This is an optimization exercise on Yosys and OpenROAD, whose aim is small area, a short achievable clock period and few clock cycles, not a production implementation.
In this exercise RTL edits were held to simulation tests only and were not proved equivalent to the original.
Power is estimated from default activity; no workload was simulated.

===== flow/run.sh =====
#!/bin/bash
# synth_recipe.tcl (not shown) runs the flow's synth.tcl, then flattens the netlist and writes it again
# the make line also repeats each setting of config.mk as NAME=value (left out here)
make -C /OpenROAD-flow-scripts/flow DESIGN_CONFIG=/design/flow/config.mk WORK_HOME=/design/flow/orfs CLKGATE_MAP_FILE= SYNTH_SCRIPT=/design/flow/synth_recipe.tcl finish

===== flow/config.mk =====
export PLATFORM = sky130hd
export DESIGN_NAME = safe64_core
export DESIGN_NICKNAME = safe64_core
export VERILOG_FILES = /design/flow/design.v
export SDC_FILE = /design/flow/constraint.sdc
export NUM_CORES = 4
export LEC_CHECK = 0
export CAP_MARGIN = 20
export CORE_MARGIN = 2
export CORE_UTILIZATION = 40
export CTS_CLUSTER_DIAMETER = 120
export CTS_CLUSTER_SIZE = 20
export SETUP_SLACK_MARGIN = 4
export SLEW_MARGIN = 20
export TNS_END_PERCENT = 5

===== flow/constraint.sdc =====
create_clock -name core_clock -period 9.0 [get_ports {clk}]
set_input_delay 1.8000 -clock core_clock [delete_from_list [all_inputs] [get_ports {clk}]]
set_output_delay 1.8000 -clock core_clock [all_outputs]
set_load 0.01 [all_outputs]

===== flow/design.v =====
module safe64_fwd (
    input  wire [5:0] code,
    output reg  [7:0] sym
);
    always @(*) begin
        if (code == 6'd0)
            sym = 8'h2D;                        
        else if (code <= 6'd10)
            sym = 8'h2F + {2'b00, code};        
        else if (code <= 6'd36)
            sym = 8'h36 + {2'b00, code};        
        else if (code == 6'd37)
            sym = 8'h5F;                        
        else
            sym = 8'h3B + {2'b00, code};        
    end
endmodule
module safe64_rev (
    input  wire [7:0] sym,
    output reg        is_code,
    output reg        is_ws,
    output reg  [5:0] code
);
    always @(*) begin
        is_code = 1'b0;
        is_ws   = 1'b0;
        code    = 6'd0;
        if (sym == 8'h2D) begin
            is_code = 1'b1;
            code    = 6'd0;
        end else if (sym >= 8'h30 && sym <= 8'h39) begin
            is_code = 1'b1;
            code    = sym[5:0] - 6'h2F;
        end else if (sym >= 8'h41 && sym <= 8'h5A) begin
            is_code = 1'b1;
            code    = sym[5:0] - 6'h36;
        end else if (sym == 8'h5F) begin
            is_code = 1'b1;
            code    = 6'd37;
        end else if (sym >= 8'h61 && sym <= 8'h7A) begin
            is_code = 1'b1;
            code    = sym[5:0] - 6'h3B;
        end else if (sym == 8'h09 || sym == 8'h0A || sym == 8'h0D || sym == 8'h20) begin
            is_ws   = 1'b1;
        end
    end
endmodule
module safe64_core (
    input  wire        clk,
    input  wire        rst,
    input  wire        reg_we,
    input  wire [7:0]  reg_addr,
    input  wire [31:0] reg_wdata,
    output reg  [31:0] reg_rdata,
    output reg         mem_req,
    output reg         mem_we,
    output reg  [31:0] mem_addr,
    output reg  [7:0]  mem_wdata,
    input  wire [7:0]  mem_rdata,
    input  wire        mem_ready
);
    localparam [1:0] OP_ENC = 2'd0, OP_DEC = 2'd1, OP_VWR = 2'd2, OP_VRD = 2'd3;
    localparam [2:0] S_IDLE = 3'd0,    
                     S_RD   = 3'd1,    
                     S_WR   = 3'd2,    
                     S_AL   = 3'd3,    
                     S_VW   = 3'd4,    
                     S_SC   = 3'd5,    
                     S_V2   = 3'd6,    
                     S_VF   = 3'd7;    
    reg [31:0] cmd_q;         
    reg [31:0] res_q;         
    reg [31:0] sp_q, sl_q;    
    reg [31:0] dp_q, dl_q;    
    reg [63:0] val_q;         
    reg        pad_q;         
    reg [2:0]  st_q;
    reg [1:0]  op_q;
    reg        f_q;
    reg [31:0] rr_q;          
    reg [23:0] acc_q;         
    reg [1:0]  cnt_q;         
    reg [3:0]  k_q;           
    reg        flag_q;        
    reg        run_q;         
    wire busy = (st_q != S_IDLE);
    wire       host_wr = (st_q == S_IDLE) && reg_we;
    wire       cmd_wr  = host_wr && (reg_addr[7:2] == 6'h00);
    wire       w_hi0  = (reg_wdata[31:5] == 27'd0);
    wire [3:0] w_op   = reg_wdata[3:0];
    wire       w_enc  = w_hi0 && (w_op == 4'h1);
    wire       w_dec  = w_hi0 && (w_op == 4'h2);
    wire       w_vwr  = w_hi0 && !reg_wdata[4] && (w_op == 4'h3);
    wire       w_vrd  = w_hi0 && !reg_wdata[4] && (w_op == 4'h4);
    wire       w_legal = w_enc || w_dec || w_vwr || w_vrd;
    wire       w_badlen = ((w_enc || w_dec || w_vrd) && sl_q[31]) ||
                          ((w_enc || w_dec || w_vwr) && dl_q[31]);
    wire [1:0] w_opc  = w_dec ? OP_DEC : w_vwr ? OP_VWR : w_vrd ? OP_VRD : OP_ENC;
    wire       r_code_ok, r_ws;
    wire [5:0] r_code;
    safe64_rev u_rev (
        .sym     (mem_rdata),
        .is_code (r_code_ok),
        .is_ws   (r_ws),
        .code    (r_code)
    );
    wire [4:0] v_top  = {pad_q, val_q[63:60]};
    wire       v_last = (k_q == 4'd12);
    wire [5:0] fwd_in = (st_q == S_VW) ? {!v_last, v_top} : acc_q[23:18];
    wire [7:0] fwd_out;
    safe64_fwd u_fwd (
        .code (fwd_in),
        .sym  (fwd_out)
    );
    wire rr_z   = (rr_q == 32'd0);
    wire dl_hi0 = (dl_q[31:4] == 28'd0);
    wire enc    = (op_q == OP_ENC);
    wire       vw_first = !flag_q && ((v_top != 5'd0) || v_last);
    wire       vw_short = dl_hi0 && (dl_q[3:0] < (4'd13 - k_q));
    wire       vw_fail  = res_q[31] || (vw_first && vw_short);
    wire       vw_write = (flag_q || vw_first) && !vw_fail;
    wire       vr_ovf = (k_q == 4'd13) || ((k_q == 4'd12) && flag_q);
    always @(*) begin
        mem_req   = 1'b0;
        mem_we    = 1'b0;
        case (st_q)
            S_RD:        mem_req = !rr_z;
            S_SC, S_V2:  mem_req = 1'b1;
            S_WR:        begin mem_req = 1'b1; mem_we = 1'b1; end
            S_VW:        begin mem_req = vw_write; mem_we = 1'b1; end
            default: ;
        endcase
        mem_addr  = mem_we ? dp_q : cmd_q;
        mem_wdata = (op_q == OP_DEC) ? acc_q[23:16] : fwd_out;
    end
    wire [31:0] cmd_fin = {27'd0, f_q, 1'b0,
                           (op_q == OP_VRD), (op_q == OP_VWR) || (op_q == OP_DEC),
                           (op_q == OP_VWR) || (op_q == OP_ENC)};
    always @(*) begin
        case (reg_addr[7:2])
            6'h00:   reg_rdata = run_q ? cmd_fin : cmd_q;
            6'h01:   reg_rdata = {31'd0, busy};
            6'h02:   reg_rdata = res_q;
            6'h03:   reg_rdata = sp_q;
            6'h04:   reg_rdata = sl_q;
            6'h05:   reg_rdata = dp_q;
            6'h06:   reg_rdata = dl_q;
            6'h07:   reg_rdata = val_q[31:0];
            6'h08:   reg_rdata = val_q[63:32];
            default: reg_rdata = 32'd0;
        endcase
    end
    wire [31:0] addr_inc = mem_addr + 32'd1;    
    wire [31:0] rr_dec  = rr_q - 32'd1;
    wire [1:0]  cnt_inc = cnt_q + 2'd1;
    wire [1:0]  cnt_dec = cnt_q - 2'd1;
    wire [23:0] acc_sh  = enc ? {acc_q[17:0], 6'd0} : {acc_q[15:0], 8'd0};
    wire [3:0]  k_inc   = k_q + 4'd1;
    wire       w_go    = w_legal && !w_badlen;
    reg        c_cmd_w, c_cmd_sp, c_cmd_inc;    
    reg        c_res_clr, c_res_err, c_res_inc;
    reg [3:0]  c_res_code;                      
    reg        c_commit;                        
    reg        c_rr_sl, c_rr_dec;               
    reg        c_dst;                           
    reg        c_val_clr, c_val_sh;             
    reg [2:0]  n_st;
    reg [1:0]  n_cnt;
    reg [3:0]  n_k;
    reg        n_flag;
    reg [23:0] n_acc;
    always @(*) begin
        c_cmd_w = 1'b0; c_cmd_sp = 1'b0; c_cmd_inc = 1'b0;
        c_res_clr = 1'b0; c_res_err = 1'b0; c_res_inc = 1'b0; c_res_code = 4'hF;
        c_commit = 1'b0; c_rr_sl = 1'b0; c_rr_dec = 1'b0; c_dst = 1'b0;
        c_val_clr = 1'b0; c_val_sh = 1'b0;
        n_st = st_q; n_cnt = cnt_q; n_k = k_q; n_flag = flag_q; n_acc = acc_q;
        case (st_q)
        S_IDLE: begin
            if (cmd_wr) begin
                c_rr_sl = 1'b1;
                n_acc   = 24'd0;
                n_cnt   = 2'd0;
                n_k     = 4'd0;
                n_flag  = 1'b0;
                if (!w_legal) begin
                    c_cmd_w = 1'b1; c_res_err = 1'b1; c_res_code = 4'hA;    
                end else if (w_badlen) begin
                    c_cmd_w = 1'b1; c_res_err = 1'b1; c_res_code = 4'hB;    
                end else begin
                    c_cmd_sp = 1'b1; c_res_clr = 1'b1;
                    n_st = w_vwr ? S_VW : S_RD;
                end
            end
        end
        S_RD: begin
            if (rr_z) begin
                case (op_q)
                OP_ENC: begin
                    if (cnt_q == 2'd0 || !f_q) begin
                        n_st = S_IDLE;
                    end else if (dl_hi0 && dl_q[3:0] <= {2'b00, cnt_q}) begin
                        c_res_err = 1'b1; c_res_code = 4'hF;                
                        n_st = S_IDLE;
                    end else begin
                        n_acc = acc_sh;                                    
                        n_st  = cnt_q[1] ? S_WR : S_AL;
                    end
                end
                OP_DEC: begin
                    if (cnt_q == 2'd0) begin
                        c_commit = 1'b1;
                        n_st = S_IDLE;
                    end else if (!f_q) begin
                        n_st = S_IDLE;
                    end else if (cnt_q == 2'd1) begin
                        c_cmd_sp = 1'b1; c_rr_sl = 1'b1;
                        n_st = S_SC;
                    end else if (dl_hi0 && {1'b0, dl_q[3:0]} < {3'b000, cnt_q} - 5'd1) begin
                        c_res_err = 1'b1; c_res_code = 4'hF;                
                        n_st = S_IDLE;
                    end else begin
                        n_acc = acc_sh;
                        n_cnt = cnt_q - 2'd2;
                        n_st  = (cnt_q == 2'd3) ? S_WR : S_AL;
                    end
                end
                default: begin                                             
                    c_res_err = 1'b1; c_res_code = 4'hD;                    
                    n_st = S_IDLE;
                end
                endcase
            end else if (mem_ready) begin
                case (op_q)
                OP_ENC: begin
                    n_acc = {acc_q[15:0], mem_rdata};
                    c_cmd_inc = 1'b1; c_rr_dec = 1'b1;
                    if (cnt_q == 2'd2) begin
                        n_cnt = 2'd3;
                        if (dl_hi0 && dl_q[3:2] == 2'b00) begin
                            c_res_err = 1'b1; c_res_code = 4'hF;            
                            n_st = S_IDLE;
                        end else begin
                            n_st = S_WR;
                        end
                    end else begin
                        n_cnt = cnt_inc;
                    end
                end
                OP_DEC: begin
                    if (r_ws) begin
                        c_cmd_inc = 1'b1; c_rr_dec = 1'b1;
                    end else if (!r_code_ok) begin
                        c_commit = 1'b1;
                        c_res_err = 1'b1; c_res_code = 4'hE;                
                        n_st = S_IDLE;
                    end else begin
                        n_acc = {acc_q[17:0], r_code};
                        c_cmd_inc = 1'b1; c_rr_dec = 1'b1;
                        n_cnt = cnt_inc;
                        if (cnt_q == 2'd3) begin
                            n_cnt = 2'd2;
                            if (dl_hi0 && dl_q[3:0] < 4'd3) begin
                                c_res_err = 1'b1; c_res_code = 4'hF;        
                                n_st = S_IDLE;
                            end else begin
                                n_st = S_WR;
                            end
                        end
                    end
                end
                default: begin                                             
                    if (!r_code_ok || vr_ovf) begin
                        c_commit = 1'b1;
                        c_res_err = 1'b1; c_res_code = 4'hE;                
                        n_st = S_IDLE;
                    end else if (!r_code[5]) begin
                        c_cmd_sp = 1'b1; c_rr_sl = 1'b1; c_val_clr = 1'b1;
                        n_st = S_V2;
                    end else begin
                        c_cmd_inc = 1'b1; c_rr_dec = 1'b1;
                        if (k_q != 4'd0 || r_code[4:0] != 5'd0)
                            n_k = k_inc;
                        if (k_q == 4'd0)
                            n_flag = r_code[4];
                    end
                end
                endcase
            end
        end
        S_AL: begin
            n_acc = acc_sh;
            n_st  = S_WR;
        end
        S_WR: begin
            if (mem_ready) begin
                n_acc = acc_sh;
                c_dst = 1'b1; c_res_inc = 1'b1; c_commit = 1'b1;
                if (cnt_q != 2'd0)
                    n_cnt = cnt_dec;
                else
                    n_st = rr_z ? S_IDLE : S_RD;
            end
        end
        S_SC: begin
            if (mem_ready) begin
                if (r_ws) begin
                    c_cmd_inc = 1'b1; c_rr_dec = 1'b1;
                end else begin
                    c_commit = 1'b1;
                    c_res_err = 1'b1; c_res_code = 4'hE;                    
                    n_st = S_IDLE;
                end
            end
        end
        S_V2: begin
            if (mem_ready) begin
                c_val_sh = 1'b1; c_res_inc = 1'b1;
                c_cmd_inc = 1'b1; c_rr_dec = 1'b1;
                if (!r_code[5])
                    n_st = S_VF;
            end
        end
        S_VF: begin
            c_commit = 1'b1;
            n_st = S_IDLE;
        end
        default: begin                                                     
            if (vw_first) begin
                n_flag = 1'b1;
                if (vw_short) begin
                    c_res_err = 1'b1; c_res_code = 4'hF;                    
                end
            end
            if (!vw_write || mem_ready) begin
                c_val_sh = 1'b1;
                n_k = k_inc;
                if (vw_write) begin
                    c_dst = 1'b1; c_res_inc = 1'b1;
                end
                if (v_last)
                    n_st = S_IDLE;
            end
        end
        endcase
    end
    always @(posedge clk) begin
        if (rst) begin
            st_q  <= S_IDLE;
            run_q <= 1'b0;
        end else begin
            st_q  <= n_st;
            if (cmd_wr)
                run_q <= w_go;
        end
        if (cmd_wr) begin
            op_q <= w_opc;
            f_q  <= reg_wdata[4];
        end
        cnt_q  <= n_cnt;
        k_q    <= n_k;
        flag_q <= n_flag;
        acc_q  <= n_acc;
        if (rst)
            cmd_q <= 32'd0;
        else if (c_cmd_w)
            cmd_q <= reg_wdata;
        else if (c_cmd_sp)
            cmd_q <= sp_q;
        else if (c_cmd_inc)
            cmd_q <= addr_inc;
        if (rst || c_res_clr)
            res_q <= 32'd0;
        else if (c_res_err)
            res_q <= {28'hFFF_FFFF, c_res_code};
        else if (c_res_inc)
            res_q <= res_q + 32'd1;
        if (rst) begin
            sp_q <= 32'd0;
            sl_q <= 32'd0;
        end else begin
            if (host_wr && reg_addr[7:2] == 6'h03)
                sp_q <= reg_wdata;
            else if (c_commit)
                sp_q <= cmd_q;
            if (host_wr && reg_addr[7:2] == 6'h04)
                sl_q <= reg_wdata;
            else if (c_commit)
                sl_q <= rr_q;
        end
        if (c_rr_sl)
            rr_q <= sl_q;
        else if (c_rr_dec)
            rr_q <= rr_dec;
        if (rst) begin
            dp_q <= 32'd0;
            dl_q <= 32'd0;
        end else begin
            if (host_wr && reg_addr[7:2] == 6'h05)
                dp_q <= reg_wdata;
            else if (c_dst)
                dp_q <= addr_inc;
            if (host_wr && reg_addr[7:2] == 6'h06)
                dl_q <= reg_wdata;
            else if (c_dst)
                dl_q <= dl_q - 32'd1;
        end
        if (rst || c_val_clr) begin
            val_q <= 64'd0;
        end else if (host_wr && reg_addr[7:2] == 6'h07) begin
            val_q[31:0] <= reg_wdata;
        end else if (host_wr && reg_addr[7:2] == 6'h08) begin
            val_q[63:32] <= reg_wdata;
        end else if (c_val_sh) begin
            val_q <= {val_q[58:0], (st_q == S_V2) ? r_code[4:0] : {pad_q, val_q[63:60]}};
        end
        if (rst)
            pad_q <= 1'b0;
        else if (c_val_sh && st_q == S_VW)
            pad_q <= val_q[59];
    end
endmodule

==> flow_summary.rst, run 1 <==
.. list-table::
   :header-rows: 1

   * - Metric
     - Value
   * - Cells traversed along the worst timing path
     - buf_8 > or4_4 > nand2b_4 > nor2_4 > buf_12 > buf_6 > a222oi_1 > nand2_1 > buf_2
   * - Antenna violations before repair
     - 5
   * - Crit-path leading delay family
     - simple AND/OR/NAND/NOR gates
   * - Synth Area per Inst
     - around 8 sq um
   * - Y dimension of the die
     - between 200 and 250 um
   * - Per-cell routed wire length
     - between 20 and 30 um
   * - Number of cells in the design after placement
     - 3,201
   * - Filler Cell Count
     - 5,007
   * - Share of cells above drive strength 1
     - 0.1293
   * - CTS buffer count
     - 20
   * - Levels on crit path
     - 9
   * - Largest fanout of any net on the critical path
     - 6
   * - Antenna-violating nets left
     - 0
   * - Buffers and inverters on the worst path
     - 4
   * - GP Congestion
     - 0.9517
   * - Worst setup slack after placement
     - 2.088 ns
   * - Final clock period utilization by the worst path
     - 0.6005
   * - Category of the most critical setup path
     - in -> out
   * - Maximum vdd ir drop
     - 121.6 uV
   * - Clock tree sinks
     - approximately 330
   * - Max-slew violations
     - 0
   * - Number of nets in the layout
     - 2,707
   * - Via total after detailed routing
     - approximately 22,000
   * - Net Switching
     - between 2 and 2.5 mW
   * - Overall fraction of global-route tracks in use
     - 0.3349
   * - Synthesis-to-layout area growth
     - 17.74%
   * - Length in cells of the worst reg-to-reg path
     - 11
   * - Clock latency on the worst-skew pair
     - 0.57 ns
   * - Detailed Route WL
     - about 93,000 um
   * - Total congestion overflow
     - 0
   * - Number of synthesized flops with an enable pin
     - 66
   * - Startpoint class of the critical path
     - input port
   * - Slowest-stage cell, CP
     - or4_4
   * - Input/output buffers
     - 123
   * - Clock Root Buffer
     - clkbuf_16
   * - Number of remaining DRC errors
     - 0
   * - Hold path startpoint
     - dp_q[30]
   * - Synth unique cells
     - between 90 and 100
   * - Power density over cell area
     - 214.5 nW/um^2
   * - Clock skew
     - 0.02320 ns
   * - Commonest non-fill, non-tap cell in the layout
     - nand2_1
   * - Number of flip-flops and latches in the synthesized netlist
     - approximately 330
   * - Pleak
     - 8.938 nW
   * - Maximum number of pins on one net before global-route repair
     - around 70
   * - Core area
     - 51,090 sq um
   * - Sw Ratio
     - 0.4383
   * - Reg-to-reg slack, setup
     - 4.39 ns
   * - Worst flop-to-flop path endpoint
     - dp_q[10]
   * - Maximum cell stage delay along the critical path
     - 0.58 ns
   * - Post-synthesis sequential area ratio
     - 0.3497
   * - Post-CTS clock slew at the launch and capture registers of the worst setup and hold paths
     - 0.09 ns
   * - Wire length of the first global-routing pass
     - 135,400 um
   * - Accumulated negative setup slack
     - 0 ns
   * - Transition time at the pin with the least slew margin
     - about 1.1 ns
   * - Share of total power in combinational logic
     - 0.441
   * - Count of max-cap constraint violations
     - 0
   * - Min-delay worst type
     - reg -> reg
   * - Deepest level of the CTS H-tree
     - 1
   * - Clock power share
     - 0.188
   * - Crit path capture type
     - output port
   * - Top library cells by usage in the layout, fill and taps aside
     - nand2_1 (379), dfxtp_1 (260), nor2_1 (207)
   * - CTS Buffer Depth
     - 3
   * - Endpoints failing hold
     - 0
   * - Data arrival, critical path
     - between 3 and 4 ns
   * - Synthesized net count
     - about 2,600
   * - Ports placed on the boundary
     - between 100 and 150
   * - Final worst-path setup slack
     - approximately 3.6 ns
   * - Worst reg2reg startpoint
     - dl_q[23]
   * - Violation count after the first detailed-routing iteration
     - 3,433
   * - Mapped cell area
     - 20,610 sq um
   * - Chip Width
     - 231.0 um
   * - Average vias per placed instance
     - between 6 and 7
   * - Sequential cell fraction of total power
     - 0.371
   * - Non-filler instance count after layout
     - 3,305
   * - Unrepaired setup endpoints after global routing
     - yes
   * - Final core utilization
     - 0.4749
   * - Worst-case hold path end point
     - dp_q[30]
   * - Rows
     - 83
   * - Leading register cell type out of synthesis
     - dfxtp_1
   * - Run status
     - finished clean
   * - Cells on Worst Hold Path
     - 2
   * - Number of instances in the synthesized netlist
     - 2,543
   * - Post-detailed-placement half-perimeter wirelength
     - 61,210 um
   * - Die area
     - 53,350 sq um
   * - Number of iterations in the first detailed-routing pass
     - 6
   * - Worst hold slack after final layout
     - 0.4853 ns
   * - Number of global-route vias before repair
     - ~21,000
   * - Slew headroom
     - 0.2408
   * - Warnings from Yosys
     - 3
   * - Share of flip-flops with an asynchronous set or reset
     - 0
   * - Setup Viol. Count Final
     - 0
   * - Critical path data required time
     - 7.20 ns
   * - Highest achievable clock rate
     - approximately 190 MHz
   * - Minimum clock period
     - 5.405 ns
   * - Starting density of the core
     - 0.4033
   * - CTS tree
     - yes
   * - Internal Power
     - ~3 mW
## worst register-to-register path: stages, from the launching register on
cell      delay (ns)
dfxtp_4         0.38
or4_4           0.57
or4_4           0.59
or4_4           0.58
buf_4           0.16
o2111a_1        0.39
or2_1           0.52
buf_4           0.40
nor2_2          0.18
buf_4           0.44
nand2_1         0.13
a21oi_1         0.18
## routing by layer
metal | GRT usage | vias up | share of wire
met2 | 0.5161 | 1547 | 0.44
met1 | 0.4482 | 10787 | 0.39
met5 | 0 | - | 0
li1 | - | 9644 | -
met3 | 0.06793 | 333 | 0.11
met4 | 0.1581 | 0 | 0.056
## what timing repair did
| action | in CTS | in global routing |
|---|---|---|
| gates cloned | 12 | 2 |
| pin swaps | 42 | 12 |
| resized for setup | 237 | 55 |
| endpoints found under the setup margin | 311 | 320 |
| buffers inserted | 45 | 11 |
| hold buffers | 0 | 0 |
## per-stage QoR
| stage | total power [mW] | area, sq um |
|---|---|---|
| 3_5_place_dp | 3.942 | 22430 |
| 6_report | 5.204 | 24260 |
| 5_1_grt | 5.382 | 24260 |
| 2_1_floorplan | 3.177 | 20630 |
| 4_1_cts | 5.068 | 23950 |
| 3_3_place_gp | 3.909 | 22400 |
## cell type report
type / count / area, sq um / area share
timing repair buffer: 247 / 2447 / 0.1009
inverter: 50 / 192.7 / 0.007942
multi-input combinational: 1968 / 12990 / 0.5354
clock inverter: 2 / 32.53 / 0.001341
antenna: 3 / 7.507 / 0.0003094
tap: 680 / 850.8 / 0.03507
sequential: 327 / 7211 / 0.2972
clock buffer: 28 / 530.5 / 0.02187
## registers in the layout, summed over array words and instances (netlist names)
name,count
cmd_q,32
dp_q,32
acc_q,24
pad_q,1
sl_q,32
st_q,3
f_q,1
dl_q,32
op_q,2
cnt_q,2
sp_q,32
val_q,64
flag_q,1
res_q,32
k_q,4
rr_q,32
run_q,1
## worst max-delay path by stage
stage,from,endpoint,slack [ns]
floorplan,reg_addr[3],reg_rdata[1],3.94
CTS,reg_addr[6],reg_rdata[30],3.67
global placement,reg_addr[3],reg_rdata[19],2.10
finish,reg_addr[5],reg_rdata[30],3.60
detailed placement,reg_addr[3],reg_rdata[19],2.09
global route,st_q[0],mem_wdata[3],3.55
## synthesized netlist by cell type, types with 34 or more instances
cell type / instances / area (sq um)
inv_1: 46 / 172.7
nor3_1: 48 / 240.2
xor2_1: 48 / 420.4
a22o_1: 34 / 297.8
nand3_1: 62 / 310.3
dfxtp_1: 261 / 5225
a22oi_1: 74 / 555.5
edfxtp_1: 66 / 1982
ha_1: 41 / 513.0
clkbuf_1: 163 / 611.8
o21ai_0: 167 / 835.8
mux2i_1: 97 / 970.9
nor2_1: 216 / 810.8
xnor2_1: 50 / 437.9
a21oi_1: 186 / 930.9
a221oi_1: 38 / 332.8
a222oi_1: 36 / 360.4
nand2_1: 384 / 1441
a311oi_1: 65 / 569.3
## power by group through the flow
stage                     Clock, mW  Combinational, mW  Sequential (mW)
after global routing           1.03               2.41             1.94
after floorplan                   0               1.33             1.85
after global placement            0               1.97             1.94
after CTS                     0.981               2.17             1.92
final                         0.977               2.30             1.93
after detailed placement          0               2.00             1.95
## cell families (layout without fill, tap and decap cells)
kind of cell / count (synthesis) / in the layout / share of synthesized area
multiplexers: 132 / 132 / 0.06952
XOR/XNOR: 98 / 98 / 0.04165
AO/OA/AOI/OAI: 790 / 790 / 0.2627
AND/OR/NAND/NOR: 900 / 907 / 0.2018
flip-flops: 327 / 327 / 0.3497
buffers and inverters: 255 / 327 / 0.04967
other: 0 / 3 / 0
adder cells (fa/ha/maj): 41 / 41 / 0.02490
Testbench counts, summed over its fixed seeds: cycles 108,034.
==> run 2: changes to the inputs <==
--- a/flow/design.v
+++ b/flow/design.v
@@ -1,49 +1,15 @@
-module safe64_fwd (
-    input  wire [5:0] code,
-    output reg  [7:0] sym
+module safe64_dec3 #(parameter [2:0] V = 3'd0) (
+    input  wire [2:0] a,
+    output wire       y
 );
-    always @(*) begin
-        if (code == 6'd0)
-            sym = 8'h2D;                        
-        else if (code <= 6'd10)
-            sym = 8'h2F + {2'b00, code};        
-        else if (code <= 6'd36)
-            sym = 8'h36 + {2'b00, code};        
-        else if (code == 6'd37)
-            sym = 8'h5F;                        
-        else
-            sym = 8'h3B + {2'b00, code};        
-    end
+    assign y = (a == V);
 endmodule
-module safe64_rev (
-    input  wire [7:0] sym,
-    output reg        is_code,
-    output reg        is_ws,
-    output reg  [5:0] code
+module safe64_and2 (
+    input  wire a,
+    input  wire b,
+    output wire y
 );
-    always @(*) begin
-        is_code = 1'b0;
-        is_ws   = 1'b0;
-        code    = 6'd0;
-        if (sym == 8'h2D) begin
-            is_code = 1'b1;
-            code    = 6'd0;
-        end else if (sym >= 8'h30 && sym <= 8'h39) begin
-            is_code = 1'b1;
-            code    = sym[5:0] - 6'h2F;
-        end else if (sym >= 8'h41 && sym <= 8'h5A) begin
-            is_code = 1'b1;
-            code    = sym[5:0] - 6'h36;
-        end else if (sym == 8'h5F) begin
-            is_code = 1'b1;
-            code    = 6'd37;
-        end else if (sym >= 8'h61 && sym <= 8'h7A) begin
-            is_code = 1'b1;
-            code    = sym[5:0] - 6'h3B;
-        end else if (sym == 8'h09 || sym == 8'h0A || sym == 8'h0D || sym == 8'h20) begin
-            is_ws   = 1'b1;
-        end
-    end
+    assign y = a & b;
 endmodule
 module safe64_core (
     input  wire        clk,
@@ -96,22 +62,44 @@
     wire       w_badlen = ((w_enc || w_dec || w_vrd) && sl_q[31]) ||
                           ((w_enc || w_dec || w_vwr) && dl_q[31]);
     wire [1:0] w_opc  = w_dec ? OP_DEC : w_vwr ? OP_VWR : w_vrd ? OP_VRD : OP_ENC;
+    function [7:0] fwd_sym(input [5:0] c);
+        begin
+            if (c == 6'd0)
+                fwd_sym = 8'h2D;                        
+            else if (c <= 6'd10)
+                fwd_sym = 8'h2F + {2'b00, c};           
+            else if (c <= 6'd36)
+                fwd_sym = 8'h36 + {2'b00, c};           
+            else if (c == 6'd37)
+                fwd_sym = 8'h5F;                        
+            else
+                fwd_sym = 8'h3B + {2'b00, c};           
+        end
+    endfunction
+    function [7:0] rev_sym(input [7:0] s);
+        begin
+            rev_sym = 8'd0;
+            if (s == 8'h2D)
+                rev_sym = {2'b10, 6'd0};
+            else if (s >= 8'h30 && s <= 8'h39)
+                rev_sym = {2'b10, s[5:0] - 6'h2F};
+            else if (s >= 8'h41 && s <= 8'h5A)
+                rev_sym = {2'b10, s[5:0] - 6'h36};
+            else if (s == 8'h5F)
+                rev_sym = {2'b10, 6'd37};
+            else if (s >= 8'h61 && s <= 8'h7A)
+                rev_sym = {2'b10, s[5:0] - 6'h3B};
+            else if (s == 8'h09 || s == 8'h0A || s == 8'h0D || s == 8'h20)
+                rev_sym = {2'b01, 6'd0};
+        end
+    endfunction
     wire       r_code_ok, r_ws;
     wire [5:0] r_code;
-    safe64_rev u_rev (
-        .sym     (mem_rdata),
-        .is_code (r_code_ok),
-        .is_ws   (r_ws),
-        .code    (r_code)
-    );
+    assign {r_code_ok, r_ws, r_code} = rev_sym(mem_rdata);
     wire [4:0] v_top  = {pad_q, val_q[63:60]};
     wire       v_last = (k_q == 4'd12);
     wire [5:0] fwd_in = (st_q == S_VW) ? {!v_last, v_top} : acc_q[23:18];
-    wire [7:0] fwd_out;
-    safe64_fwd u_fwd (
-        .code (fwd_in),
-        .sym  (fwd_out)
-    );
+    wire [7:0] fwd_out = fwd_sym(fwd_in);
     wire rr_z   = (rr_q == 32'd0);
     wire dl_hi0 = (dl_q[31:4] == 28'd0);
     wire enc    = (op_q == OP_ENC);
@@ -136,20 +124,28 @@
     wire [31:0] cmd_fin = {27'd0, f_q, 1'b0,
                            (op_q == OP_VRD), (op_q == OP_VWR) || (op_q == OP_DEC),
                            (op_q == OP_VWR) || (op_q == OP_ENC)};
-    always @(*) begin
-        case (reg_addr[7:2])
-            6'h00:   reg_rdata = run_q ? cmd_fin : cmd_q;
-            6'h01:   reg_rdata = {31'd0, busy};
-            6'h02:   reg_rdata = res_q;
-            6'h03:   reg_rdata = sp_q;
-            6'h04:   reg_rdata = sl_q;
-            6'h05:   reg_rdata = dp_q;
-            6'h06:   reg_rdata = dl_q;
-            6'h07:   reg_rdata = val_q[31:0];
-            6'h08:   reg_rdata = val_q[63:32];
-            default: reg_rdata = 32'd0;
-        endcase
-    end
+    wire [1:0] rd_hi;
+    wire [7:0] rd_lo;
+    wire [8:0] rd_sel;
+    safe64_dec3 #(.V(3'd0)) u_hi0 (.a(reg_addr[7:5]), .y(rd_hi[0]));
+    safe64_dec3 #(.V(3'd1)) u_hi1 (.a(reg_addr[7:5]), .y(rd_hi[1]));
+    genvar gi;
+    generate
+        for (gi = 0; gi < 8; gi = gi + 1) begin : g_lo
+            safe64_dec3 #(.V(gi)) u_lo (.a(reg_addr[4:2]), .y(rd_lo[gi]));
+        end
+        for (gi = 0; gi < 9; gi = gi + 1) begin : g_sel
+            safe64_and2 u_sel (.a(rd_hi[gi / 8]), .b(rd_lo[gi % 8]), .y(rd_sel[gi]));
+        end
+    endgenerate
+    wire [31:0] rd_cmd = run_q ? cmd_fin : cmd_q;
+    wire [31:0] rd_st  = {31'd0, busy};
+    wire [31:0] rd_q = ({32{rd_sel[0]}} & rd_cmd) | ({32{rd_sel[1]}} & rd_st)
+                     | ({32{rd_sel[2]}} & res_q)  | ({32{rd_sel[3]}} & sp_q)
+                     | ({32{rd_sel[4]}} & sl_q)   | ({32{rd_sel[5]}} & dp_q)
+                     | ({32{rd_sel[6]}} & dl_q)   | ({32{rd_sel[7]}} & val_q[31:0])
+                     | ({32{rd_sel[8]}} & val_q[63:32]);
+    always @(*) reg_rdata = rd_q;
     wire [31:0] addr_inc = mem_addr + 32'd1;    
     wire [31:0] rr_dec  = rr_q - 32'd1;
     wire [1:0]  cnt_inc = cnt_q + 2'd1;
--- a/flow/config.mk
+++ b/flow/config.mk
@@ -12,4 +12,5 @@
 export CTS_CLUSTER_SIZE = 20
 export SETUP_SLACK_MARGIN = 4
 export SLEW_MARGIN = 20
+export SYNTH_HIERARCHICAL = 1
 export TNS_END_PERCENT = 5
==> flow_summary.rst, run 2 <==
.. list-table::
   :header-rows: 1

   * - Metric
     - Value
   * - Chip Width
     - 231.8 um
   * - Starting density of the core
     - 0.4045
   * - Clock tree sinks
     - 327
   * - Total congestion overflow
     - 0
   * - Synth Area per Inst
     - 8.445 sq um
   * - Post-detailed-placement half-perimeter wirelength
     - 59,330 um
   * - Cells on Worst Hold Path
     - 2
   * - Slew headroom
     - 0.3260
   * - Largest register by flop count
     - val_q
   * - Synth unique cells
     - 93
   * - Worst flop-to-flop path endpoint
     - dl_q[0]
   * - Warnings from Yosys
     - 7
   * - Length in cells of the worst reg-to-reg path
     - 8
   * - Cells traversed along the worst timing path
     - buf_8 > nor3_4 > buf_12 > buf_6 > and2_4 > buf_12 > a222oi_1 > nand3_1 > a221o_1 > buf_2
   * - Most frequent cell after synthesis
     - nor2_1
   * - Transition time at the pin with the least slew margin
     - about 1 ns
   * - Antenna-violating nets left
     - 0
   * - Top library cells by usage in the layout, fill and taps aside
     - nor2_1 (319), dfxtp_1 (258), nand2_1 (172)
   * - Worst reg2reg startpoint
     - dl_q[26]
   * - Rows
     - 83
   * - Deepest level of the CTS H-tree
     - 1
   * - Buffers and inverters on the worst path
     - 5
   * - Ant diodes
     - 0
   * - Commonest non-fill, non-tap cell in the layout
     - nor2_1
   * - Number of nets in the layout
     - 2,600
   * - Filler Cell Count
     - 4,955
   * - Startpoint class of the critical path
     - input port
   * - Post-synthesis sequential area ratio
     - 0.3473
   * - Max reg flops
     - between 60 and 70
   * - Share of flip-flops with an asynchronous set or reset
     - 0
   * - Maximum number of pins on one net before global-route repair
     - 70
   * - Reg-to-reg slack, setup
     - between 4 and 5 ns
   * - Maximum cell stage delay along the critical path
     - 0.35 ns
   * - Crit path capture type
     - output port
   * - Top area cells in the synthesized netlist
     - dfxtp_1 (25%), edfxtp_1 (9.6%), mux2i_1 (8.2%)
   * - Antenna violations before repair
     - 2
   * - Slowest-stage cell, CP
     - a222oi_1
   * - Overall fraction of global-route tracks in use
     - 0.3226
   * - Ports placed on the boundary
     - 126
   * - Die area
     - ~54,000 sq um
   * - Min-delay worst type
     - reg -> reg
   * - Largest fanout of any net on the critical path
     - 8
   * - Portion of synthesized cell area occupied by the leading cell type
     - 0.2518
   * - GP Congestion
     - 0.9499
   * - Worst-case hold path end point
     - dp_q[31]
   * - Mapped cell area
     - 20,750 sq um
   * - Endpoints failing hold
     - 0
   * - Setup Viol. Count Final
     - 0
   * - CTS Buffer Depth
     - 3
   * - Pleak
     - 9.400 nW
   * - Crit-path leading delay family
     - compound AO/OA/AOI/OAI gates
   * - Number of remaining DRC errors
     - 0
   * - Detailed Route WL
     - 89,720 um
   * - Unrepaired setup endpoints after global routing
     - yes
   * - Count of hold buffers inserted by post-cts repair
     - 0
   * - Number of iterations in the first detailed-routing pass
     - 10
   * - Run status
     - finished clean
   * - Clock skew
     - 0.01942 ns
   * - Input/output buffers
     - 123
   * - Critical path data required time
     - 7.20 ns
   * - Count of max-cap constraint violations
     - 0
   * - Synthesized net count
     - 2,549
   * - Data arrival, critical path
     - between 3 and 4 ns
   * - Power density over cell area
     - 110.9 nW/um^2
   * - Clock latency on the worst-skew pair
     - 0.56 ns
   * - Core area
     - 51,300 sq um
   * - Number of flip-flops and latches in the synthesized netlist
     - 327
   * - Y dimension of the die
     - about 230 um
   * - Leading post-synthesis cells by instance count
     - nor2_1 (322), dfxtp_1 (261), nand2_1 (176)
   * - Violation count after the first detailed-routing iteration
     - 2,879
   * - Final clock period utilization by the worst path
     - 0.5807
   * - Maximum vdd ir drop
     - 113.0 uV
   * - Number of synthesized flops with an enable pin
     - 66
   * - Hold path startpoint
     - dp_q[31]
   * - Average vias per placed instance
     - 6.629
   * - Post-CTS clock slew at the launch and capture registers of the worst setup and hold paths
     - ~0.090 ns
   * - Synthesis-to-layout area growth
     - 16.91%
   * - Via total after detailed routing
     - 21,187
   * - Category of the most critical setup path
     - in -> out
   * - Number of instances in the synthesized netlist
     - around 2,500
   * - Per-cell routed wire length
     - roughly 28 um
   * - Highest achievable clock rate
     - 191.3 MHz
   * - Dominant cell type by count on the critical path
     - buf_12
   * - Accumulated negative setup slack
     - 0 ns
   * - CTS buffer count
     - 20
   * - Sequential Area
     - 7218 sq um
   * - Number of global-route vias before repair
     - 19,939
   * - Max-slew violations
     - 0
   * - Area taken by multi-input logic gates
     - around 13,000 sq um
   * - Area leader, netlist
     - dfxtp_1
   * - Share of cells above drive strength 1
     - 0.1300
   * - Minimum clock period
     - about 5.2 ns
   * - CTS tree
     - yes
   * - Clock Root Buffer
     - clkbuf_16
   * - Final core utilization
     - 0.4729
   * - Leading register cell type out of synthesis
     - dfxtp_1
   * - Wire length of the first global-routing pass
     - 131,200 um
[run 2: cell families after synthesis]
| group | synth area share |
|---|---|
| buf+inv | 0.05252 |
| simple gates | 0.1961 |
| mux | 0.08900 |
| xor+xnor | 0.04221 |
| compound gates | 0.2487 |
| flops | 0.3473 |
| fa+ha+maj | 0.02412 |
[run 2: layout make-up]
class | count | share of cell area
Timing Repair Buffer | 227 | 0.09496
Sequential cell | 327 | 0.2976
Clock buffer | 29 | 0.02378
Inverter | 60 | 0.01052
Multi-Input combinational cell | 1872 | 0.5377
Clock inverter | 1 | 0.0004642
Tap cell | 680 | 0.03507
[run 2: worst register-to-register path, delay by kind of cell (launching register included)]
family	cells	cell delay, ns
simple gates	5	2.96
compound gates	3	0.72
flops	1	0.37
[run 2: worst max-delay path by stage]
stage | from | slack (ns) | cells past startpoint | end
4_1_cts | mem_rdata[0] | 3.80 | 13 | sl_q[12]
3_3_place_gp | reg_addr[3] | 2.21 | 8 | reg_rdata[6]
6_report | reg_addr[7] | 3.77 | 10 | reg_rdata[0]
3_5_place_dp | reg_addr[3] | 2.17 | 8 | reg_rdata[10]
2_1_floorplan | reg_addr[6] | 4.04 | 7 | reg_rdata[11]
5_1_grt | rr_q[0] | 3.71 | 9 | mem_req
[run 2: report_power, final]
part	internal (mW)	switching (mW)	leakage [nW]	total [mW]
clock network	0.450	0.548	0.285	0.997
logic	0.0575	0.127	6.37	0.185
registers	1.49	0.0130	2.74	1.51
[run 2: metal layers]
| layer | GRT usage | part of all wire | vias up |
|---|---|---|---|
| met5 | 0 | 0 | - |
| met4 | 0.1452 | 0.054 | 0 |
| met3 | 0.07895 | 0.12 | 267 |
| met2 | 0.4786 | 0.42 | 1414 |
| met1 | 0.4411 | 0.40 | 10198 |
| li1 | - | - | 9308 |
[run 2: stage by stage]
step	instance area, sq um	total power [mW]	cells	setup slack [ns]	hold slack [ns]
floorplan	20770	1.627	2457	4.038	0.4441
global placement	22420	1.707	3110	2.207	0.4588
detailed placement	22430	1.709	3110	2.170	0.4618
CTS	23910	2.693	3173	3.803	0.4741
global route	24260	2.759	3196	3.712	0.4998
finish	24260	2.690	3196	3.773	0.4813
[run 2: what timing repair did]
| item | in CTS | in global routing |
|---|---|---|
| buffers inserted | 26 | 21 |
| resized for setup | 307 | 41 |
| gates cloned | 7 | 2 |
| setup endpoints to repair | 331 | 306 |
| pin swaps | 46 | 13 |
[run 2: per-module statistics from Yosys, one instance, submodules excluded, a selection]
module | times used | cells | flops+latches | area, sq um
safe64_core | 1 | 2438 | 327 | 20590
safe64_and2 | 9 | 1 | 0 | 6.256
Testbench counts of run 2, summed over its fixed seeds: cycles 108,034.
==> run 3: changes to the inputs <==
--- a/flow/config.mk
+++ b/flow/config.mk
@@ -13,4 +13,4 @@
 export SETUP_SLACK_MARGIN = 4
 export SLEW_MARGIN = 20
 export SYNTH_HIERARCHICAL = 1
-export TNS_END_PERCENT = 5
+export TNS_END_PERCENT = 0
==> flow_summary.rst, run 3 <==
.. list-table::
   :header-rows: 1

   * - Metric
     - Value
   * - Run status
     - finished clean
   * - Top library cells by usage in the layout, fill and taps aside
     - nor2_1 (320), dfxtp_1 (259), nand2_1 (172)
   * - Detailed Route WL
     - 88,200 um
   * - CTS buffer count
     - 20
   * - Input/output buffers
     - 123
   * - Slew headroom
     - 0.3310
   * - Critical path data required time
     - 7.20 ns
   * - Multiplexer fraction of the synthesized cell area
     - 0.08900
   * - Number of iterations in the first detailed-routing pass
     - 7
   * - Pleak
     - about 9 nW
   * - Worst reg2reg startpoint
     - dl_q[26]
   * - Post-detailed-placement half-perimeter wirelength
     - approximately 59,000 um
   * - Total cell area at the placement stage
     - 22,430 sq um
   * - Share of flip-flops with an asynchronous set or reset
     - 0
   * - Endpoints failing hold
     - 0
   * - Core area
     - 51,300 sq um
   * - Mapped cell area
     - 20,750 sq um
   * - Share of cells above drive strength 1
     - 0.1117
   * - Met3 layer usage reported by global route
     - 0.07171
   * - Violation count after the first detailed-routing iteration
     - 2,837
   * - Deepest level of the CTS H-tree
     - 1
   * - Via total after detailed routing
     - about 21,000
   * - Leading register cell type out of synthesis
     - dfxtp_1
   * - Transition time at the pin with the least slew margin
     - 1.004 ns
   * - Minimum clock period
     - 5.250 ns
   * - Die area
     - 53,710 sq um
   * - Average vias per placed instance
     - 6.610
   * - Clock skew
     - 0.01763 ns
   * - Clock latency on the worst-skew pair
     - between 0.5 and 0.6 ns
   * - Maximum vdd ir drop
     - 112.4 uV
   * - Launching instance or port of the critical path
     - st_q[1]
   * - Adder and majority cell fraction of the synthesized area
     - 0.02412
   * - Setup Viol. Count Final
     - 0
   * - Wire length of the first global-routing pass
     - 130,400 um
   * - Number of flip-flops and latches in the synthesized netlist
     - 327
   * - Starting density of the core
     - 0.4045
   * - Power density over cell area
     - 112.6 nW/um^2
   * - Number of remaining DRC errors
     - 0
   * - Crit path capture type
     - output port
   * - Count of hold buffers inserted by post-cts repair
     - 0
   * - Rows
     - 83
   * - Accumulated negative setup slack
     - 0 ns
   * - Area leader, netlist
     - dfxtp_1
   * - Number of synthesized flops with an enable pin
     - 66
   * - Number of instances in the synthesized netlist
     - 2,457
   * - GP Congestion
     - approximately 0.95
   * - Post-synthesis sequential area ratio
     - 0.3473
   * - Largest fanout of any net on the critical path
     - 37
   * - Hold path startpoint
     - dp_q[31]
   * - Most frequent cell after synthesis
     - nor2_1
   * - Post-CTS clock slew at the launch and capture registers of the worst setup and hold paths
     - 0.09 ns
   * - Category of the most critical setup path
     - reg -> out
   * - Synthesized-area fraction occupied by and/or/nand/nor cells
     - 0.1961
   * - Y dimension of the die
     - between 200 and 250 um
   * - Overall fraction of global-route tracks in use
     - 0.3202
   * - Warnings from Yosys
     - 7
   * - Compound-cell area share of the yosys netlist
     - 0.2487
   * - Maximum number of pins on one net before global-route repair
     - 70
   * - Commonest non-fill, non-tap cell in the layout
     - nor2_1
   * - CTS tree
     - yes
   * - Startpoint class of the critical path
     - register
   * - Met2 demand-to-capacity share in global routing
     - 0.4765
   * - XOR/XNOR share of the synthesized area
     - 0.04221
   * - Count of max-cap constraint violations
     - 0
   * - Largest family of logic cells by synthesized area
     - compound AO/OA/AOI/OAI gates
   * - Chip Width
     - 231.8 um
   * - Global-route layer with the greatest usage
     - met2
   * - Per-cell routed wire length
     - 27.83 um
   * - Synth unique cells
     - a little over 90
   * - Min-delay worst type
     - reg -> reg
   * - Synthesis-to-layout area growth
     - 15.01%
   * - Met1 track demand over resource in global routing
     - 0.4418
   * - Leading post-synthesis cells by instance count
     - nor2_1 (322), dfxtp_1 (261), nand2_1 (176)
   * - CTS Buffer Depth
     - 3
   * - Portion of synthesized cell area occupied by the leading cell type
     - 0.2518
   * - Antenna violations before repair
     - 2
   * - Number of nets in the layout
     - about 2,600
   * - Unrepaired setup endpoints after global routing
     - yes
   * - Ant diodes
     - 0
   * - Final Instance Area
     - between 20,000 and 25,000 sq um
   * - Final clock period utilization by the worst path
     - 0.5834
   * - Data arrival, critical path
     - 3.45 ns
   * - Synth Area per Inst
     - between 8 and 9 sq um
   * - Max-slew violations
     - 0
   * - Clock Root Buffer
     - clkbuf_16
   * - Total congestion overflow
     - 0
   * - Filler Cell Count
     - 4,986
   * - Synthesized net count
     - 2,549
   * - Max reg flops
     - 64
   * - Largest register by flop count
     - val_q
   * - Highest achievable clock rate
     - approximately 190 MHz
   * - Top area cells in the synthesized netlist
     - dfxtp_1 (25%), edfxtp_1 (9.6%), mux2i_1 (8.2%)
   * - Number of global-route vias before repair
     - 19,769
   * - Clock tree sinks
     - between 300 and 400
   * - Antenna-violating nets left
     - 0
   * - Ports placed on the boundary
     - 126
## run 3: what timing repair did
item	in CTS	in global routing
buffers inserted	20	4
pin swaps	38	5
hold endpoints to repair	0	0
resized for setup	275	19
gates cloned	5	0
endpoints found under the setup margin	331	306
## run 3: cell type report
type / instances / area (sq um) / share of cell area
Clock inverter: 1 / 11.26 / 0.0004718
Sequential cell: 327 / 7212 / 0.3022
Timing Repair Buffer: 200 / 2004 / 0.08399
Inverter: 60 / 251.5 / 0.01054
Multi-Input combinational cell: 1872 / 12960 / 0.5430
Tap cell: 680 / 850.8 / 0.03565
Clock buffer: 29 / 576.8 / 0.02417
## run 3: worst paths after layout
path / endpoint / slack [ns] / depth (start not counted)
max: mem_addr[23] / 3.75 / 8
min: dp_q[31] / 0.48 / 2
max reg2reg: dl_q[0] / 4.79 / 8
min reg2reg: dp_q[31] / 0.48 / 2
## run 3: kinds of logic after synthesis
kind of cell,Yosys count
DFF,327
and+or+nand+nor,840
buffers and inverters,260
AOI/OAI and AO/OA,707
xor gates and xnor gates,100
muxes,183
adders and majority gates,40
## run 3: critical path: stages (launching register included)
cell	delay, ns
dfxtp_1	0.35
buf_8	0.22
xor2_4	0.36
nand2_2	0.24
buf_4	0.30
inv_12	0.25
mux2i_2	0.42
inv_1	0.19
clkdlybuf4s50_1	0.52
## run 3: power by group
group | total [mW] | internal (mW) | switching [mW] | leakage (nW)
clock | 0.998 | 0.450 | 0.548 | 0.285
sequential | 1.51 | 1.50 | 0.0128 | 2.74
combinational | 0.182 | 0.0561 | 0.126 | 6.14
## run 3: through the flow
stage	worst slack, ns	util	hold slack [ns]	instances	power [mW]
6_report	3.750	0.4652	0.4808	3169	2.688
5_1_grt	3.734	0.4652	0.4998	3169	2.758
4_1_cts	3.803	0.4632	0.4741	3165	2.691
3_5_place_dp	2.170	0.4371	0.4618	3110	1.709
3_3_place_gp	2.207	0.4371	0.4588	3110	1.707
2_1_floorplan	4.038	-	0.4441	2457	1.627
## run 3: per-module statistics from Yosys (local to each module, per instance), a selection
module | times used | flip-flops and latches
safe64_core | 1 | 327
safe64_and2 | 9 | 0
## run 3: metal layers
metal	part of all wire	wire length (um)
met5	0	0
met4	0.053	4631
met3	0.11	9860
met2	0.42	37430
met1	0.41	36280
==> run 4: changes to the inputs <==
--- a/flow/config.mk
+++ b/flow/config.mk
@@ -10,7 +10,7 @@
 export CORE_UTILIZATION = 40
 export CTS_CLUSTER_DIAMETER = 120
 export CTS_CLUSTER_SIZE = 20
-export SETUP_SLACK_MARGIN = 4
+export SETUP_SLACK_MARGIN = 4.2
 export SLEW_MARGIN = 20
 export SYNTH_HIERARCHICAL = 1
 export TNS_END_PERCENT = 0
==> flow_summary.rst, run 4 <==
.. list-table::
   :header-rows: 1

   * - Metric
     - Value
   * - Run status
     - finished clean
   * - CTS Buffer Depth
     - 3
   * - Number of nets in the layout
     - 2,576
   * - Sequential cell fraction of total power
     - 0.560
   * - Post-detailed-placement half-perimeter wirelength
     - just under 60,000 um
   * - Deepest level of the CTS H-tree
     - 1
   * - Rows
     - between 80 and 90
   * - Buffers and inverters on the worst path
     - 5
   * - Slowest-stage cell, CP
     - a222oi_1
   * - Number of cells in the design after placement
     - ~3,100
   * - Final worst-path setup slack
     - roughly 3.8 ns
   * - CTS buffer count
     - 20
   * - Ports placed on the boundary
     - roughly 130
   * - Max reg flops
     - 64
   * - Net Switching
     - 689.6 uW
   * - Number of synthesized flops with an enable pin
     - 66
   * - Compound-cell area share of the yosys netlist
     - 0.2487
   * - Synth Area per Inst
     - 8.445 sq um
   * - Sw Ratio
     - 0.2563
   * - Critical path data required time
     - 7.20 ns
   * - Adder and majority cell fraction of the synthesized area
     - 0.02412
   * - Sequential Area
     - between 7000 and 8000 sq um
   * - Pleak
     - between 9 and 10 nW
   * - Share of flip-flops with an asynchronous set or reset
     - 0
   * - Data arrival, critical path
     - 3.42 ns
   * - Clock power share
     - 0.372
   * - Area taken by multi-input logic gates
     - 12,950 sq um
   * - Final Instance Area
     - roughly 24,000 sq um
   * - Cells traversed along the worst timing path
     - buf_8 > nor3_4 > buf_12 > buf_6 > and2_4 > buf_16 > a222oi_1 > nand4_1 > buf_2
   * - Core area
     - 51,300 sq um
   * - Antenna violations before repair
     - 2
   * - Multiplexer fraction of the synthesized cell area
     - 0.08900
   * - Chip Width
     - about 230 um
   * - Input/output buffers
     - 123
   * - Maximum cell stage delay along the critical path
     - 0.50 ns
   * - Synth unique cells
     - 93
   * - Average vias per placed instance
     - roughly 6.6
   * - Detailed Route WL
     - slightly below 90,000 um
   * - Share of cells above drive strength 1
     - 0.1128
   * - Worst setup slack after placement
     - 2.170 ns
   * - Unrepaired setup endpoints after global routing
     - yes
   * - Filler Cell Count
     - about 5,000
   * - Wire length of the first global-routing pass
     - approximately 130,000 um
   * - Die area
     - ~54,000 sq um
   * - Worst hold slack after final layout
     - around 0.48 ns
   * - Endpoints failing hold
     - 0
   * - Number of global-route vias before repair
     - 19,830
   * - Highest achievable clock rate
     - 191.5 MHz
   * - Startpoint class of the critical path
     - input port
   * - Post-CTS clock slew at the launch and capture registers of the worst setup and hold paths
     - 0.09 ns
   * - Clock skew
     - 0.01691 ns
   * - Top area cells in the synthesized netlist
     - dfxtp_1 (25%), edfxtp_1 (9.6%), mux2i_1 (8.2%)
   * - Leading register cell type out of synthesis
     - dfxtp_1
   * - Overall fraction of global-route tracks in use
     - 0.3202
   * - Non-filler instance count after layout
     - 3,172
   * - Warnings from Yosys
     - 7
   * - Violation count after the first detailed-routing iteration
     - between 2,000 and 3,000
   * - Final core utilization
     - 0.4659
   * - Count of max-cap constraint violations
     - 0
   * - Clock tree sinks
     - between 300 and 400
   * - Top library cells by usage in the layout, fill and taps aside
     - nor2_1 (320), dfxtp_1 (259), nand2_1 (172)
   * - Power density over cell area
     - 112.6 nW/um^2
   * - Mapped cell area
     - 20,750 sq um
   * - Leading post-synthesis cells by instance count
     - nor2_1 (322), dfxtp_1 (261), nand2_1 (176)
   * - Via total after detailed routing
     - between 20,000 and 25,000
   * - Total cell area at the placement stage
     - around 22,000 sq um
   * - Synthesized-area fraction occupied by and/or/nand/nor cells
     - 0.1961
   * - Synthesis-to-layout area growth
     - 15.18%
   * - Clock Root Buffer
     - clkbuf_16
   * - Category of the most critical setup path
     - in -> out
   * - Antenna-violating nets left
     - 0
   * - Largest family of logic cells by synthesized area
     - compound AO/OA/AOI/OAI gates
   * - Crit-path leading delay family
     - buffers and inverters
   * - Max-slew violations
     - 0
   * - Total Power Consumption
     - 2.691 mW
   * - Number of remaining DRC errors
     - 0
   * - Min-delay worst type
     - reg -> reg
   * - CTS tree
     - yes
   * - Y dimension of the die
     - 231.8 um
   * - Largest fanout of any net on the critical path
     - 8
   * - Number of instances in the synthesized netlist
     - about 2,500
   * - Clock latency on the worst-skew pair
     - 0.56 ns
   * - Setup Viol. Count Final
     - 0
   * - Number of iterations in the first detailed-routing pass
     - 9
   * - Per-cell routed wire length
     - about 28 um
   * - Share of total power in combinational logic
     - 0.068
   * - Largest register by flop count
     - val_q
   * - Portion of synthesized cell area occupied by the leading cell type
     - 0.2518
   * - Ant diodes
     - 0
   * - XOR/XNOR share of the synthesized area
     - 0.04221
   * - Final clock period utilization by the worst path
     - 0.5801
   * - Post-synthesis sequential area ratio
     - 0.3473
   * - Maximum number of pins on one net before global-route repair
     - 70
   * - Minimum clock period
     - 5.221 ns
   * - Synthesized net count
     - 2,549
   * - Internal Power
     - 2.001 mW
   * - Maximum vdd ir drop
     - between 100 and 150 uV
   * - Most frequent cell after synthesis
     - nor2_1
   * - Total congestion overflow
     - 0
   * - Area leader, netlist
     - dfxtp_1
   * - Crit path capture type
     - output port
   * - Slew headroom
     - 0.3171
   * - Number of flip-flops and latches in the synthesized netlist
     - between 300 and 400
   * - Accumulated negative setup slack
     - 0 ns
   * - Transition time at the pin with the least slew margin
     - 1.014 ns
   * - GP Congestion
     - 0.9499
   * - Commonest non-fill, non-tap cell in the layout
     - nor2_1
   * - Starting density of the core
     - 0.4045
==> run 4: cell counts after synthesis <==
No cell type changed its count.
==> run 4: power groups by stage <==
stage / clock network [mW] / registers (mW) / logic [mW]
4_1_cts: 1.01 / 1.51 / 0.177
3_3_place_gp: 0 / 1.54 / 0.167
6_report: 1.00 / 1.51 / 0.183
3_5_place_dp: 0 / 1.54 / 0.168
2_1_floorplan: 0 / 1.54 / 0.0919
5_1_grt: 1.06 / 1.51 / 0.191
==> run 4: timing repair <==
action / in CTS / in global routing
gates resized for setup: 278 / 15
hold buffers: 0 / 0
setup endpoints to repair: 360 / 359
cloned: 5 / 0
pin swaps: 40 / 3
setup buffers: 24 / 3
==> run 4: worst register-to-register path, delay by kind of cell, from the launching register on <==
kind,cells,cell delay (ns)
AO/OA/AOI/OAI,3,0.71
AND/OR/NAND/NOR,5,3.00
flip-flops,1,0.38
==> run 4: cells by family (layout without fill, tap and decap cells) <==
group,Yosys count,after routing
AO/OA/AOI/OAI,707,707
XOR/XNOR,100,100
adder cells (fa/ha/maj),40,40
buffers and inverters,260,293
flip-flops,327,327
multiplexers,183,183
AND/OR/NAND/NOR,840,842
==> run 4: path summary, 6_finish.rpt <==
path               startpoint      endpoint  slack [ns]  depth (start not counted)
setup / recovery  reg_addr[7]  reg_rdata[1]        3.78                          9
hold / removal       dp_q[31]      dp_q[31]        0.48                          2
setup reg to reg     dl_q[26]       dl_q[0]        4.78                          8
hold reg to reg      dp_q[31]      dp_q[31]        0.48                          2
==> run 4: Yosys stat by module, one instance, submodules excluded, excerpt <==
module       copies in the design  cells  flops+latches  area [sq um]
safe64_core                     1   2438            327         20590
safe64_and2                     9      1              0         6.256
==> run 4: layer usage <==
| metal | vias up | track usage | part of all wire |
|---|---|---|---|
| li1 | 9267 | - | - |
| met1 | 10232 | 0.4405 | 0.41 |
| met2 | 1318 | 0.4768 | 0.42 |
| met3 | 250 | 0.07245 | 0.11 |
| met4 | 0 | 0.1436 | 0.053 |
| met5 | - | 0 | 0 |
==> run 4: area by class of cell <==
class,count,area share
multi-input cells,1872,0.5418
well taps,680,0.03560
clock buffers,29,0.02413
flip-flops and latches,327,0.3017
clock inverters,1,0.0004712
inverters,60,0.01052
repair buffers,203,0.08570
==> run 5: changes to the inputs <==
--- a/flow/design.v
+++ b/flow/design.v
@@ -98,7 +98,7 @@
     assign {r_code_ok, r_ws, r_code} = rev_sym(mem_rdata);
     wire [4:0] v_top  = {pad_q, val_q[63:60]};
     wire       v_last = (k_q == 4'd12);
-    wire [5:0] fwd_in = (st_q == S_VW) ? {!v_last, v_top} : acc_q[23:18];
+    wire [5:0] fwd_in = (op_q == OP_VWR) ? {!v_last, v_top} : acc_q[23:18];
     wire [7:0] fwd_out = fwd_sym(fwd_in);
     wire rr_z   = (rr_q == 32'd0);
     wire dl_hi0 = (dl_q[31:4] == 28'd0);
--- a/flow/config.mk
+++ b/flow/config.mk
@@ -10,7 +10,7 @@
 export CORE_UTILIZATION = 40
 export CTS_CLUSTER_DIAMETER = 120
 export CTS_CLUSTER_SIZE = 20
-export SETUP_SLACK_MARGIN = 4.2
+export SETUP_SLACK_MARGIN = 4
 export SLEW_MARGIN = 20
 export SYNTH_HIERARCHICAL = 1
 export TNS_END_PERCENT = 0
==> flow_summary.rst, run 5 <==
.. list-table::
   :header-rows: 1

   * - Metric
     - Value
   * - Run status
     - finished clean
   * - Max-slew violations
     - 0
   * - Synthesized net count
     - roughly 2,600
   * - Top area cells in the synthesized netlist
     - dfxtp_1 (25%), edfxtp_1 (9.6%), mux2i_1 (7.2%)
   * - Clock power share
     - 0.370
   * - Power density over cell area
     - 111.0 nW/um^2
   * - Startpoint class of the critical path
     - input port
   * - Post-detailed-placement half-perimeter wirelength
     - 60,100 um
   * - Synth Area per Inst
     - 8.216 sq um
   * - Y dimension of the die
     - approximately 230 um
   * - Buffers and inverters on the worst path
     - 3
   * - Input/output buffers
     - 123
   * - Clock skew
     - 0.02477 ns
   * - Detailed Route WL
     - 90,420 um
   * - Share of total power in combinational logic
     - 0.070
   * - Via total after detailed routing
     - 21,583
   * - Commonest non-fill, non-tap cell in the layout
     - nor2_1
   * - Largest register by flop count
     - val_q
   * - Transition time at the pin with the least slew margin
     - roughly 1.0 ns
   * - Category of the most critical setup path
     - in -> out
   * - Number of flip-flops and latches in the synthesized netlist
     - 327
   * - Cells on Worst Hold Path
     - 2
   * - Unrepaired setup endpoints after global routing
     - yes
   * - Cells traversed along the worst timing path
     - bufbuf_16 > and3b_1 > and2_4 > buf_4 > a22o_1 > a221oi_4 > o2111ai_2 > buf_2
   * - Post-CTS clock slew at the launch and capture registers of the worst setup and hold paths
     - 0.09 ns
   * - Crit path capture type
     - output port
   * - Warnings from Yosys
     - 7
   * - Die area
     - 53,240 sq um
   * - Final clock period utilization by the worst path
     - 0.5884
   * - Min-delay worst type
     - reg -> reg
   * - Area taken by multi-input logic gates
     - between 10,000 and 15,000 sq um
   * - Ports placed on the boundary
     - ~130
   * - Net Switching
     - 690.6 uW
   * - Maximum vdd ir drop
     - 153.8 uV
   * - Average vias per placed instance
     - 6.631
   * - Sw Ratio
     - 0.2569
   * - Clock Root Buffer
     - clkbuf_16
   * - Core area
     - 51,090 sq um
   * - Endpoints failing hold
     - 0
   * - Internal Power
     - 1.997 mW
   * - GP Congestion
     - 0.9508
   * - Crit-path leading delay family
     - compound AO/OA/AOI/OAI gates
   * - Hold path startpoint
     - dp_q[30]
   * - Share of cells above drive strength 1
     - 0.1108
   * - Number of global-route vias before repair
     - 20,269
   * - Antenna violations before repair
     - 1
   * - Maximum number of pins on one net before global-route repair
     - 74
   * - Overall fraction of global-route tracks in use
     - 0.3293
   * - Total congestion overflow
     - 0
   * - Maximum cell stage delay along the critical path
     - 0.28 ns
   * - Number of instances in the synthesized netlist
     - 2,503
   * - Rows
     - 83
   * - Launching instance or port of the critical path
     - reg_addr[3]
   * - Minimum clock period
     - approximately 5.3 ns
   * - Highest achievable clock rate
     - 188.8 MHz
   * - Violation count after the first detailed-routing iteration
     - between 2,000 and 3,000
   * - Area leader, netlist
     - dfxtp_1
   * - Worst hold slack after final layout
     - roughly 0.5 ns
   * - Starting density of the core
     - 0.4025
   * - Sequential Area
     - 7208 sq um
   * - Accumulated negative setup slack
     - 0 ns
   * - CTS buffer count
     - 20
   * - Slew headroom
     - 0.3119
   * - Worst reg2reg startpoint
     - st_q[0]
   * - Leading post-synthesis cells by instance count
     - nor2_1 (291), nand2_1 (263), dfxtp_1 (261)
   * - Sequential cell fraction of total power
     - 0.560
   * - Max reg flops
     - 64
   * - Reg-to-reg slack, setup
     - approximately 4.6 ns
   * - Synthesis-to-layout area growth
     - 17.77%
   * - Number of remaining DRC errors
     - 0
   * - Data arrival, critical path
     - ~3.5 ns
   * - Number of iterations in the first detailed-routing pass
     - 8
   * - Count of max-cap constraint violations
     - 0
   * - Top library cells by usage in the layout, fill and taps aside
     - nor2_1 (288), dfxtp_1 (260), nand2_1 (259)
   * - Critical path data required time
     - 7.20 ns
   * - Chip Width
     - approximately 230 um
   * - Number of synthesized flops with an enable pin
     - 66
   * - Pleak
     - 8.842 nW
   * - CTS tree
     - yes
   * - Slowest-stage cell, CP
     - a221oi_4
   * - Synth unique cells
     - 84
   * - Most frequent cell after synthesis
     - nor2_1
   * - Leading register cell type out of synthesis
     - dfxtp_1
   * - Portion of synthesized cell area occupied by the leading cell type
     - 0.2541
   * - Deepest level of the CTS H-tree
     - 1
   * - Filler Cell Count
     - 5,042
   * - Wire length of the first global-routing pass
     - 133,200 um
   * - Antenna-violating nets left
     - 0
   * - CTS Buffer Depth
     - 3
   * - Mapped cell area
     - 20,560 sq um
   * - Length in cells of the worst reg-to-reg path
     - 16
   * - Share of flip-flops with an asynchronous set or reset
     - 0
   * - Worst flop-to-flop path endpoint
     - cmd_q[30]
   * - Worst-case hold path end point
     - dp_q[30]
   * - Clock latency on the worst-skew pair
     - roughly 0.57 ns
   * - Largest fanout of any net on the critical path
     - 4
   * - Post-synthesis sequential area ratio
     - 0.3505
   * - Setup Viol. Count Final
     - 0
   * - Per-cell routed wire length
     - 27.78 um
   * - Number of nets in the layout
     - 2,657
   * - Count of hold buffers inserted by post-cts repair
     - 0
   * - Clock tree sinks
     - between 300 and 400
## run 5: logic make-up (layout without fill, tap and decap cells)
logic type               count (synthesis)  after routing  share of synthesized area
AND/OR/NAND/NOR                        897            901                     0.2047
adder cells (fa/ha/maj)                 40             40                    0.02434
other                                    0              2                          0
AO/OA/AOI/OAI                          723            723                     0.2548
flip-flops                             327            327                     0.3505
buffers and inverters                  268            334                    0.05044
multiplexers                           153            153                    0.07484
XOR/XNOR                                95             95                    0.04046
## run 5: per-layer routing
| layer | share of wire | GRT usage |
|---|---|---|
| met1 | 0.41 | 0.4403 |
| met2 | 0.44 | 0.5135 |
| met3 | 0.098 | 0.05694 |
| met4 | 0.058 | 0.1611 |
| met5 | 0 | 0 |
## run 5: through the flow
| step | instance area [sq um] | power (mW) | setup slack, ns | utilization | cells |
|---|---|---|---|---|---|
| 2_1_floorplan | 20570 | 1.622 | 3.684 | - | 2503 |
| 3_3_place_gp | 22380 | 1.700 | 2.336 | 0.4379 | 3153 |
| 3_5_place_dp | 22410 | 1.702 | 2.291 | 0.4386 | 3155 |
| 4_1_cts | 24010 | 2.679 | 3.775 | 0.4699 | 3243 |
| 5_1_grt | 24210 | 2.749 | 3.695 | 0.4739 | 3253 |
| 6_report | 24220 | 2.688 | 3.704 | 0.4740 | 3255 |
## run 5: worst min-delay path, cell delays in order (launching register included)
cell and delay [ns]:
dfxtp_1 0.33, nand2_1 0.06, a21oi_1 0.06
## run 5: worst max path at each step
stage | endpoint | slack [ns] | cells after the start
floorplan | cmd_q[0] | 3.68 | 12
global placement | reg_rdata[31] | 2.34 | 7
detailed placement | reg_rdata[31] | 2.29 | 7
CTS | reg_rdata[2] | 3.77 | 7
global route | mem_wdata[4] | 3.70 | 12
finish | reg_rdata[0] | 3.70 | 8
## run 5: cell type report
class,instances,share of cell area
clock buffer,28,0.02320
clock inverter,2,0.0006199
multi-input combinational,1912,0.5320
antenna,2,0.0002066
timing repair buffer,246,0.1021
sequential,327,0.2976
inverter,58,0.009196
tap,680,0.03513
## run 5: power groups by stage
stage               Combinational (mW)  Sequential, mW  Clock, mW
floorplan                       0.0885            1.53          0
global placement                 0.161            1.54          0
detailed placement               0.163            1.54          0
CTS                              0.180            1.51      0.994
global route                     0.194            1.51       1.05
finish                           0.187            1.51      0.995
## run 5: modules after synthesis, one instance, submodules excluded, a selection
module	copies in the design	area, sq um	cells inside	flops+latches
safe64_and2	9	6.256	1	0
safe64_core	1	20410	2484	327
## run 5: timing repair
item	4_1_cts	5_1_grt
buffers inserted	51	7
resized for setup	232	17
setup endpoints to repair	272	301
pin swaps	34	10
gates cloned	7	2
Testbench counts of run 5, summed over its fixed seeds: cycles 108,034.

port drivers added, routing unchanged:
The results above use ideal ports. As a check the final layouts listed here were re-extracted and re-timed, cells and wires unchanged.
Step 1: set_driving_cell puts a clkbuf_16 on clk and a buf_2 on each other input, an assumption about the parent block.
Step 2 adds t to the input delays and takes it off the output delays; t is the mean of the earliest and latest rising clock arrival at the registers after step 1. Input paths then give back, and output paths get back, about the clock's delay inside the block.
a / b / c = no drivers / after step 1 / after step 2; a / b = the first two.
| run | t (ns) | slack for setup (ns) | worst hold slack (ns) | worst setup path at the end |
|---|---|---|---|---|
| run 1 | 0.621 | 3.595 / 3.556 / 3.386 | 0.485 / 0.485 / 0.485 | input to register |
| run 2 | 0.608 | 3.773 / 3.716 / 3.217 | 0.481 / 0.481 / 0.481 | input to register |
| run 3 | 0.611 | 3.750 / 3.691 / 3.267 | 0.481 / 0.481 / 0.481 | input to register |
| run 4 | 0.610 | 3.779 / 3.722 / 3.260 | 0.479 / 0.479 / 0.479 | input to register |
| run 5 | 0.614 | 3.704 / 3.618 / 3.244 | 0.491 / 0.491 / 0.491 | input to register |
After both steps every run listed still meets setup and hold. The setup slack of run 2, which loses most, moves by -0.057 ns with the drivers and by -0.556 ns with both steps.
